Background: an optimization exercise with open tools, aiming at small area, a short achievable clock period and few clock cycles. Do not read the settings as production practice.
RTL that was checked went through simulation tests only; none was proved equivalent to the original.
Power is estimated from default activity; no workload was simulated.

== red ==
Design lenet_engine, start of the top module:
module lenet_engine (
    input  wire        clk,
    input  wire        rst,         
    input  wire        start,
    input  wire [3:0]  op,
    output wire        busy,
    output reg         done,
    output reg         act_re,
    output reg  [14:0] act_raddr,
    input  wire [15:0] act_rdata,
    output reg         act_we,
    output reg  [14:0] act_waddr,
    output wire [15:0] act_wdata,
    output reg         wt_re,
    output reg  [18:0] wt_raddr,
    input  wire [15:0] wt_rdata
);
Size: ~2300 cells after synthesis, about 260 flip-flops, roughly 110 I/O pins, roughly 20000 sq um of cells after synthesis.
clock: 10.0 ns
lec_check: 0
abc_clock_period_in_ps: 3000
cap_margin: 20
core_margin: 2
core_utilization: 40
setup_slack_margin: 5
slew_margin: 20
run.sh (not shown) runs the stock make flow with config.mk's settings and CLKGATE_MAP_FILE= SYNTH_SCRIPT=/design/flow/synth_recipe.tcl, a recipe that flattens the netlist after the stock synthesis.
red went all the way through synthesis, placement and routing and the layout is clean on timing, DRC and antenna.
Testbench counts of red, summed over its fixed seeds: cycles 7,426,332.
Changes in blue relative to red:
==> flow/flow/run.sh (new file) <==
#!/bin/bash
set -euo pipefail
bash standard.sh SETUP_SLACK_MARGIN=6.8 finish > flow_make.log 2>&1
==> flow/standard.sh (new file) <==
#!/bin/bash
# synth_recipe.tcl (not shown) runs the flow's synth.tcl, then flattens the netlist and writes it again
# the make line also repeats each setting of config.mk as NAME=value (left out here)
make -C /OpenROAD-flow-scripts/flow DESIGN_CONFIG=/design/flow/config.mk WORK_HOME=/design/flow/orfs CLKGATE_MAP_FILE= SYNTH_SCRIPT=/design/flow/synth_recipe.tcl "${@:-finish}"
diff --git a/flow/config.mk b/flow/config.mk
--- a/flow/config.mk
+++ b/flow/config.mk
@@ -12 +11,0 @@
-export SETUP_SLACK_MARGIN = 5
removed: flow/run.sh
Results
- Critical path depth, red and blue, higher one = red.
- Buffer share of cell area: blue vs red up 5.9 points
- red → blue: final critical delay including setup and external delays -0.61 ns; switching portion of total power -0.15 points; setup slack at placement +0.0038 ns; summed area of non-filler cells in the final layout +13%.


lenet_engine, a different RTL version from the one above (not shown whole).
Size in the first run: ~2,100 cells after synthesis, about 20,000 um^2 of cells after synthesis.
==> flow/config.mk <==
export PLATFORM = sky130hd
export DESIGN_NAME = lenet_engine
export DESIGN_NICKNAME = lenet_engine
export VERILOG_FILES = /design/flow/design.v
export SDC_FILE = /design/flow/constraint.sdc
export NUM_CORES = 4
export LEC_CHECK = 0
export ABC_CLOCK_PERIOD_IN_PS = 3000
export CAP_MARGIN = 0
export CORE_MARGIN = 2
export CORE_UTILIZATION = 40
export CTS_CLUSTER_DIAMETER = 100
export CTS_CLUSTER_SIZE = 24
export SLEW_MARGIN = 0
==> flow/constraint.sdc <==
create_clock -name core_clock -period 10.0 [get_ports {clk}]
set_input_delay 2.0000 -clock core_clock [delete_from_list [all_inputs] [get_ports {clk}]]
set_output_delay 2.0000 -clock core_clock [all_outputs]
set_load 0.01 [all_outputs]
standard.sh (not shown) runs the stock make flow with config.mk's settings and CLKGATE_MAP_FILE= SYNTH_SCRIPT=/design/flow/synth_recipe.tcl, a recipe that flattens the netlist after the stock synthesis.
==> flow/flow/run.sh <==
#!/bin/bash
set -euo pipefail
bash standard.sh SETUP_SLACK_MARGIN=6.8 finish > flow_make.log 2>&1
The starting point completed without violations.
Testbench counts at the start, summed over its fixed seeds: cycles 7,426,332.
==> next run, changes <==
==> flow/flow/run.sh (replaced) <==
#!/bin/bash
set -euo pipefail
bash standard.sh SETUP_SLACK_MARGIN=6.9 finish > flow_make.log 2>&1
CAP_MARGIN = 20   (was 0)
SLEW_MARGIN = 20   (was 0)
What happened: The new run completed without violations. Routed wire length goes up by 7.0%. Setup slack improves by 35 ps. Via count grows by 5.2%. Sequential power hardly moves.
==> next run, changes <==
==> flow/flow/run.sh (replaced) <==
#!/bin/bash
set -euo pipefail
bash standard.sh SETUP_SLACK_MARGIN=6.8 finish > flow_make.log 2>&1
Outcome: Total power shrinks by 4.1%. Cell area fell by 6.0%. Wire length came out lower by 6.8%. First-iteration DRC count climbs by 1.0%. Maximum frequency went down by 2.0%. Setup slack gets worse by 65 ps. Final cell count drops by 4.6%. Synthesized area is unchanged. Count of clock-buffer cells in the layout does not change. Die area does not change.
==> next run, changes <==
==> flow/flow/run.sh (replaced) <==
#!/bin/bash
set -euo pipefail
bash standard.sh SETUP_SLACK_MARGIN=7.0 finish > flow_make.log 2>&1
=>
- global-route usage goes up by 0.17 points
- via count rose by 0.55%
- setup slack is better by 55 ps


Another version of the RTL of lenet_engine (not shown whole).
For scale: roughly 2400 cells after synthesis, ~290 flip-flops, ~110 I/O pins.
==> flow/config.mk <==
export PLATFORM = sky130hd
export DESIGN_NAME = lenet_engine
export DESIGN_NICKNAME = lenet_engine
export VERILOG_FILES = /design/flow/design.v
export SDC_FILE = /design/flow/constraint.sdc
export NUM_CORES = 4
export LEC_CHECK = 0
export ABC_CLOCK_PERIOD_IN_PS = 3000
export CAP_MARGIN = 20
export CORE_MARGIN = 2
export CORE_UTILIZATION = 40
export CTS_BUF_LIST = sky130_fd_sc_hd__clkbuf_16
export CTS_CLUSTER_DIAMETER = 80
export CTS_CLUSTER_SIZE = 20
export SLEW_MARGIN = 20
==> flow/constraint.sdc <==
create_clock -name core_clock -period 10.0 [get_ports {clk}]
set_input_delay 2.0000 -clock core_clock [delete_from_list [all_inputs] [get_ports {clk}]]
set_output_delay 2.0000 -clock core_clock [all_outputs]
set_load 0.01 [all_outputs]
==> flow/flow/run.sh <==
#!/bin/bash
set -euo pipefail
bash standard.sh SETUP_SLACK_MARGIN=6.8 finish > flow_make.log 2>&1
Testbench counts at the start, summed over its fixed seeds: cycles 7,426,332.
Edit:
==> flow/flow/run.sh (replaced) <==
#!/bin/bash
set -euo pipefail
bash standard.sh SETUP_SLACK_MARGIN=7.0 finish > flow_make.log 2>&1
- CTS_BUF_LIST: sky130_fd_sc_hd__clkbuf_16 -> default
- CTS_CLUSTER_DIAMETER: 80 -> 100
- CTS_CLUSTER_SIZE: 20 -> 24
The changed run produced a clean layout.
Clock power shrinks by about 10%.
Worst hold slack hardly moves.
Combinational power climbs by about 24%.
Total power grows by 13%.
Clock-buffer cell count grows by 4.
Die area stays the same.
Area after synthesis stays the same.
Cell count grows by about 3.6%.
Edit:
==> flow/flow/run.sh (replaced) <==
#!/bin/bash
set -euo pipefail
bash standard.sh SETUP_SLACK_MARGIN=6.8 finish > flow_make.log 2>&1
- CORE_UTILIZATION: 40 -> 55
- PLACE_DENSITY: default -> 0.7
- synthesized cell count does not change
- setup slack is worse by 10 ps
- count of clock-buffer cells in the layout came out lower by 2


## north
lenet_engine again, from the RTL that the note above started with.
## lenet_engine
module lenet_engine (
    input  wire        clk,
    input  wire        rst,         
    input  wire        start,
    input  wire [3:0]  op,
    output wire        busy,
    output reg         done,
    output reg         act_re,
    output reg  [14:0] act_raddr,
    input  wire [15:0] act_rdata,
    output reg         act_we,
    output reg  [14:0] act_waddr,
    output reg  [15:0] act_wdata,
    output reg         wt_re,
    output reg  [18:0] wt_raddr,
    input  wire [15:0] wt_rdata
);
==> flow/config.mk <==
export PLATFORM = sky130hd
export DESIGN_NAME = lenet_engine
export DESIGN_NICKNAME = lenet_engine
export VERILOG_FILES = /design/flow/design.v
export SDC_FILE = /design/flow/constraint.sdc
export NUM_CORES = 4
export LEC_CHECK = 0
export ABC_CLOCK_PERIOD_IN_PS = 3000
export CAP_MARGIN = 20
export CORE_MARGIN = 2
export CORE_UTILIZATION = 40
export CTS_CLUSTER_DIAMETER = 100
export CTS_CLUSTER_SIZE = 24
export SLEW_MARGIN = 20
==> flow/constraint.sdc <==
create_clock -name core_clock -period 10.0 [get_ports {clk}]
set_input_delay 2.0000 -clock core_clock [delete_from_list [all_inputs] [get_ports {clk}]]
set_output_delay 2.0000 -clock core_clock [all_outputs]
set_load 0.01 [all_outputs]
==> flow/flow/run.sh <==
#!/bin/bash
set -euo pipefail
bash standard.sh SETUP_SLACK_MARGIN=6.5 finish > flow_make.log 2>&1
Testbench counts of north, summed over its fixed seeds: cycles 7,426,332.
[inputs] south vs north
==> flow/flow/run.sh <==
#!/bin/bash
set -euo pipefail
bash standard.sh SETUP_SLACK_MARGIN=6.8 finish > flow_make.log 2>&1
south vs north — global-route wire length before repair rose 1500 um.
Final period demand of the worst path was lower in the run labelled south.
The higher ratio of total power to cell area of north and south is in south.
| worst path setup slack after routing | south vs north | better |
The run showing the smaller depth of the most critical reg-to-reg path is north.
From north to south the numbers moved as follows: number of input and output port buffers inserted was more or less identical, floorplan core area barely changed.
south against north: worst hold slack rose by 4.1 ps, cell area went up by about 2.4%, sum of routed wire length over all layers grew by 5.6%.


== violet ==
lenet_engine, a different RTL version from the one above (not shown whole).
Size: roughly 2400 cells after synthesis, roughly 110 I/O pins.
// lenet_engine
module lenet_engine (
    input  wire        clk,
    input  wire        rst,         
    input  wire        start,
    input  wire [3:0]  op,
    output wire        busy,
    output reg         done,
    output reg         act_re,
    output reg  [14:0] act_raddr,
    input  wire [15:0] act_rdata,
    output reg         act_we,
    output reg  [14:0] act_waddr,
    output reg  [15:0] act_wdata,
    output reg         wt_re,
    output reg  [18:0] wt_raddr,
    input  wire [15:0] wt_rdata
);
export LEC_CHECK = 0
export ABC_CLOCK_PERIOD_IN_PS = 3000
export CAP_MARGIN = 20
export CORE_MARGIN = 2
export CORE_UTILIZATION = 40
export SETUP_SLACK_MARGIN = 5
export SLEW_MARGIN = 20
create_clock -name core_clock -period 10.0 [get_ports {clk}]
run.sh (not shown) runs the stock make flow with config.mk's settings and CLKGATE_MAP_FILE= SYNTH_SCRIPT=/design/flow/synth_recipe.tcl, a recipe that flattens the netlist after the stock synthesis.
Stock flow here: none of the scripts above is used.
The following lists how tundra was set up differently from violet:
Settings: clearing SETUP_SLACK_MARGIN, which used to be 5.
==> flow/flow/run.sh (new file) <==
#!/bin/bash
set -euo pipefail
bash standard.sh SETUP_SLACK_MARGIN=6.9 finish > flow_make.log 2>&1
==> flow/standard.sh (new file) <==
#!/bin/bash
# synth_recipe.tcl (not shown) runs the flow's synth.tcl, then flattens the netlist and writes it again
# the make line also repeats each setting of config.mk as NAME=value (left out here)
make -C /OpenROAD-flow-scripts/flow DESIGN_CONFIG=/design/flow/config.mk WORK_HOME=/design/flow/orfs CLKGATE_MAP_FILE= SYNTH_SCRIPT=/design/flow/synth_recipe.tcl "${@:-finish}"
removed: flow/run.sh
==> summary.txt <==
Looking only at depth of the worst register-to-register path, and setting everything else aside, the lower value of violet and tundra goes to violet. From violet to tundra, synthesized flop and latch total did not move at all. tundra vs violet: count of buffers not belonging to the clock network in the layout up by more than 100%. tundra: full flow OK, the timing, design-rule and antenna checks passed. Diff violet -> tundra: number of clock buffers in the layout up 3; post-layout worst setup margin up 0.50 ns. Summary — critical path data arrival time, tundra relative to violet: lower, by 0.50 ns. Endpoint of the most critical setup path: acc[24] -> tundra, act_raddr[14] -> violet. Going from violet to tundra, routed length on met2 increased by about 15% relative to the old numbers; delay of the slowest cell on the worst path decreased by 0.09 ns relative to the old numbers; fmax increased by 0.039 GHz relative to the old numbers. tundra: number of buffers inserted by post-CTS setup repair 148 above violet. As of tundra, power had risen by more than 10% compared to violet.
#### Input delta (harbor over tundra)
Settings: CTS_CLUSTER_SIZE: unset -> 24; CTS_CLUSTER_DIAMETER: unset -> 100.
==> flow/flow/run.sh <==
#!/bin/bash
set -euo pipefail
bash standard.sh SETUP_SLACK_MARGIN=6.5 finish > flow_make.log 2>&1
- harbor finished every step from synthesis to the final layout, and the layout passed the timing, design-rule and antenna checks.
- Clock distribution area overhead in the final layout: harbor < tundra
- Total met2 wirelength after detailed routing: harbor vs tundra down 12%
- NOTE: worst-case setup margin in the final layout in harbor falls short of that of tundra
- The average footprint of a synthesized cell on tundra is in line with that on harbor.
Function was not checked in any run of this note: the RTL went through the layout flow alone.


lenet_engine, a different RTL version from the one above (not shown whole).
Size in the first run: ~2100 cells after synthesis, roughly 20000 um^2 of cells after synthesis.
export LEC_CHECK = 0
export ABC_CLOCK_PERIOD_IN_PS = 3000
export CAP_MARGIN = 0
export CORE_MARGIN = 2
export CORE_UTILIZATION = 40
export CTS_CLUSTER_DIAMETER = 60
export CTS_CLUSTER_SIZE = 30
export SLEW_MARGIN = 0
create_clock -name core_clock -period 10.0 [get_ports {clk}]
standard.sh (not shown) runs the stock make flow with config.mk's settings and CLKGATE_MAP_FILE= SYNTH_SCRIPT=/design/flow/synth_recipe.tcl, a recipe that flattens the netlist after the stock synthesis.
==> flow/flow/run.sh <==
#!/bin/bash
set -euo pipefail
bash standard.sh SETUP_SLACK_MARGIN=6.8 finish > flow_make.log 2>&1
The starting point ran to the end with no violations.
Testbench counts at the start, summed over its fixed seeds: cycles 7,426,332.
Rerun with:
- CTS_CLUSTER_DIAMETER: 60 -> 100
- CTS_CLUSTER_SIZE: 30 -> 24
After rerunning: Clock skew came out lower by 0.013 ns. Worst setup slack gets better by 0.051 ns. Sequential cell count does not change.
Rerun with:
- CTS_CLUSTER_DIAMETER: 100 -> 60
- CTS_CLUSTER_SIZE: 24 -> 16
Register-to-register slack stays flat.
Global-route usage rose by 0.19 points.
Critical path depth does not change.
Worst setup slack barely changes.
Power rose by a few percent.
Utilization went up by 1.0 points.
Routed wire length went up slightly.
Die area stays the same.
Combinational power is lower slightly.
Cell area increases by a few percent.
Sequential cell count does not change.


Another version of the RTL of lenet_engine (not shown whole).
Size: ~2300 cells after synthesis, ~110 I/O pins, roughly 21000 µm² of cells after synthesis.
export LEC_CHECK = 0
export ABC_CLOCK_PERIOD_IN_PS = 3000
export CAP_MARGIN = 20
export CORE_MARGIN = 2
export CORE_UTILIZATION = 40
export CTS_CLUSTER_DIAMETER = 100
export CTS_CLUSTER_SIZE = 24
export SLEW_MARGIN = 20
create_clock -name core_clock -period 10.0 [get_ports {clk}]
==> flow/flow/run.sh <==
#!/bin/bash
set -euo pipefail
bash standard.sh SETUP_SLACK_MARGIN=6.5 finish > flow_make.log 2>&1
Change:
==> flow/flow/run.sh (replaced) <==
#!/bin/bash
set -euo pipefail
bash standard.sh SETUP_SLACK_MARGIN=6.8 finish > flow_make.log 2>&1
Effect: Power rose by about 5%; core utilization rose by 2.4 points; wire length rose by 6.8%; hold slack hardly moves; cell area rose by 5.1%; synthesized area does not change; fmax rose by 6.6%; clock-buffer cell count fell by 1; die area stays the same.
Change:
==> flow/flow/run.sh (replaced) <==
#!/bin/bash
set -euo pipefail
bash standard.sh SETUP_SLACK_MARGIN=7.0 finish > flow_make.log 2>&1
Outcome:
- die area is unchanged
- synthesized area is unchanged
- total power grows by 6.8%
- final area grows by 5.4%
- worst setup slack gains 22 ps
- fmax grows by 0.68%
- register-to-register slack gains 20 ps
- clock-buffer cell count does not change
No functional check of the RTL was part of any run of this note.


lenet_engine, a different RTL version from the one above (not shown whole).
For scale: about 2000 cells after synthesis, ~290 flip-flops, about 20000 sq um of cells after synthesis.
clock: 10.0 ns
lec_check: 0
abc_clock_period_in_ps: 3000
cap_margin: 20
core_margin: 2
core_utilization: 40
cts_cluster_diameter: 100
cts_cluster_size: 24
slew_margin: 20
==> flow/flow/run.sh <==
#!/bin/bash
set -euo pipefail
bash standard.sh SETUP_SLACK_MARGIN=6.9 finish > flow_make.log 2>&1
The baseline finished clean.
Change:
==> flow/flow/run.sh (replaced) <==
#!/bin/bash
set -euo pipefail
bash standard.sh SETUP_SLACK_MARGIN=6.8 finish > flow_make.log 2>&1
=> Global-route usage shrinks by 0.96 points; sequential power hardly moves; utilization shrinks by 1.6 points; non-clock buffer count went down by 58; power increases slightly; clock-buffer cell count rose by 3.
No run of this note included a check of the RTL's function; only the layout flow was run.

==> static timing again, ports no longer ideal <==
Ports are ideal in the flow. The routed layouts listed here were re-timed in OpenROAD. Step 1: set_driving_cell puts a clkbuf_16 on clk and a buf_2 on each other input, an assumption about the parent block. Step 2 also shifts input and output timing later by t, the mid clock arrival at the registers, as if the neighbouring blocks saw the same clock. a / b / c = ideal ports / drivers / drivers and shift; a / b = the first two.
| run | t (ns) | setup slack, ns | hold WS [ns] | worst setup path at the end | worst data-port slew with drivers (ns) |
|---|---|---|---|---|---|
| red | 0.585 | 5.931 / 5.931 / 5.910 | 0.328 / 0.328 / 0.328 | input to register | 0.08 |
| blue | 0.649 | 6.537 / 6.482 / 6.277 | 0.327 / 0.327 / 0.327 | input to register | 0.08 |
| the first run of note 2 | 0.599 | 6.787 / 6.733 / 6.321 | 0.336 / 0.336 / 0.336 | input to register | 0.09 |
| the second run of note 2 | 0.583 | 6.822 / 6.767 / 6.397 | 0.331 / 0.331 / 0.331 | input to register | 0.11 |
| the third run of note 2 | 0.595 | 6.757 / 6.753 / 6.336 | 0.336 / 0.336 / 0.336 | input to register | 0.09 |
| the fourth run of note 2 | 0.584 | 6.812 / 6.756 / 6.475 | 0.340 / 0.340 / 0.340 | input to register | 0.12 |
| the first run of note 3 | 0.611 | 6.782 / 6.724 / 6.361 | 0.336 / 0.336 / 0.336 | input to register | 0.10 |
| the second run of note 3 | 0.595 | 6.809 / 6.748 / 6.425 | 0.333 / 0.333 / 0.333 | input to register | 0.08 |
| the third run of note 3 | 0.573 | 6.799 / 6.759 / 6.294 | 0.344 / 0.344 / 0.344 | input to register | 0.09 |
| north | 0.570 | 6.534 / 6.477 / 6.012 | 0.335 / 0.335 / 0.335 | input to register | 0.09 |
| south | 0.580 | 6.797 / 6.739 / 6.382 | 0.339 / 0.339 / 0.339 | input to register | 0.10 |
| violet | 0.606 | 6.170 / 6.159 / 5.788 | 0.326 / 0.326 / 0.326 | input to register | 0.09 |
| tundra | 0.601 | 6.667 / 6.667 / 6.455 | 0.330 / 0.330 / 0.330 | input to register | 0.11 |
| harbor | 0.595 | 6.441 / 6.441 / 6.098 | 0.335 / 0.335 / 0.335 | input to register | 0.09 |
| the first run of note 6 | 0.647 | 6.729 / 6.673 / 6.351 | 0.330 / 0.330 / 0.330 | input to register | 0.10 |
| the second run of note 6 | 0.599 | 6.780 / 6.724 / 6.340 | 0.336 / 0.336 / 0.336 | input to register | 0.10 |
| the third run of note 6 | 0.601 | 6.782 / 6.726 / 6.350 | 0.328 / 0.328 / 0.328 | input to register | 0.10 |
| the first run of note 7 | 0.581 | 6.557 / 6.503 / 6.172 | 0.338 / 0.338 / 0.338 | input to register | 0.10 |
| the second run of note 7 | 0.591 | 6.769 / 6.710 / 6.332 | 0.337 / 0.337 / 0.337 | input to register | 0.09 |
| the third run of note 7 | 0.577 | 6.790 / 6.777 / 6.501 | 0.330 / 0.330 / 0.330 | input to register | 0.09 |
| the first run of note 8 | 0.581 | 6.730 / 6.730 / 6.374 | 0.332 / 0.332 / 0.332 | input to register | 0.09 |
| the second run of note 8 | 0.583 | 6.649 / 6.649 / 6.351 | 0.337 / 0.337 / 0.337 | input to register | 0.09 |
After both steps every run listed still meets setup and hold. For north, which loses most, drivers alone change the setup slack by -0.057 ns; drivers and shift together by -0.522 ns.
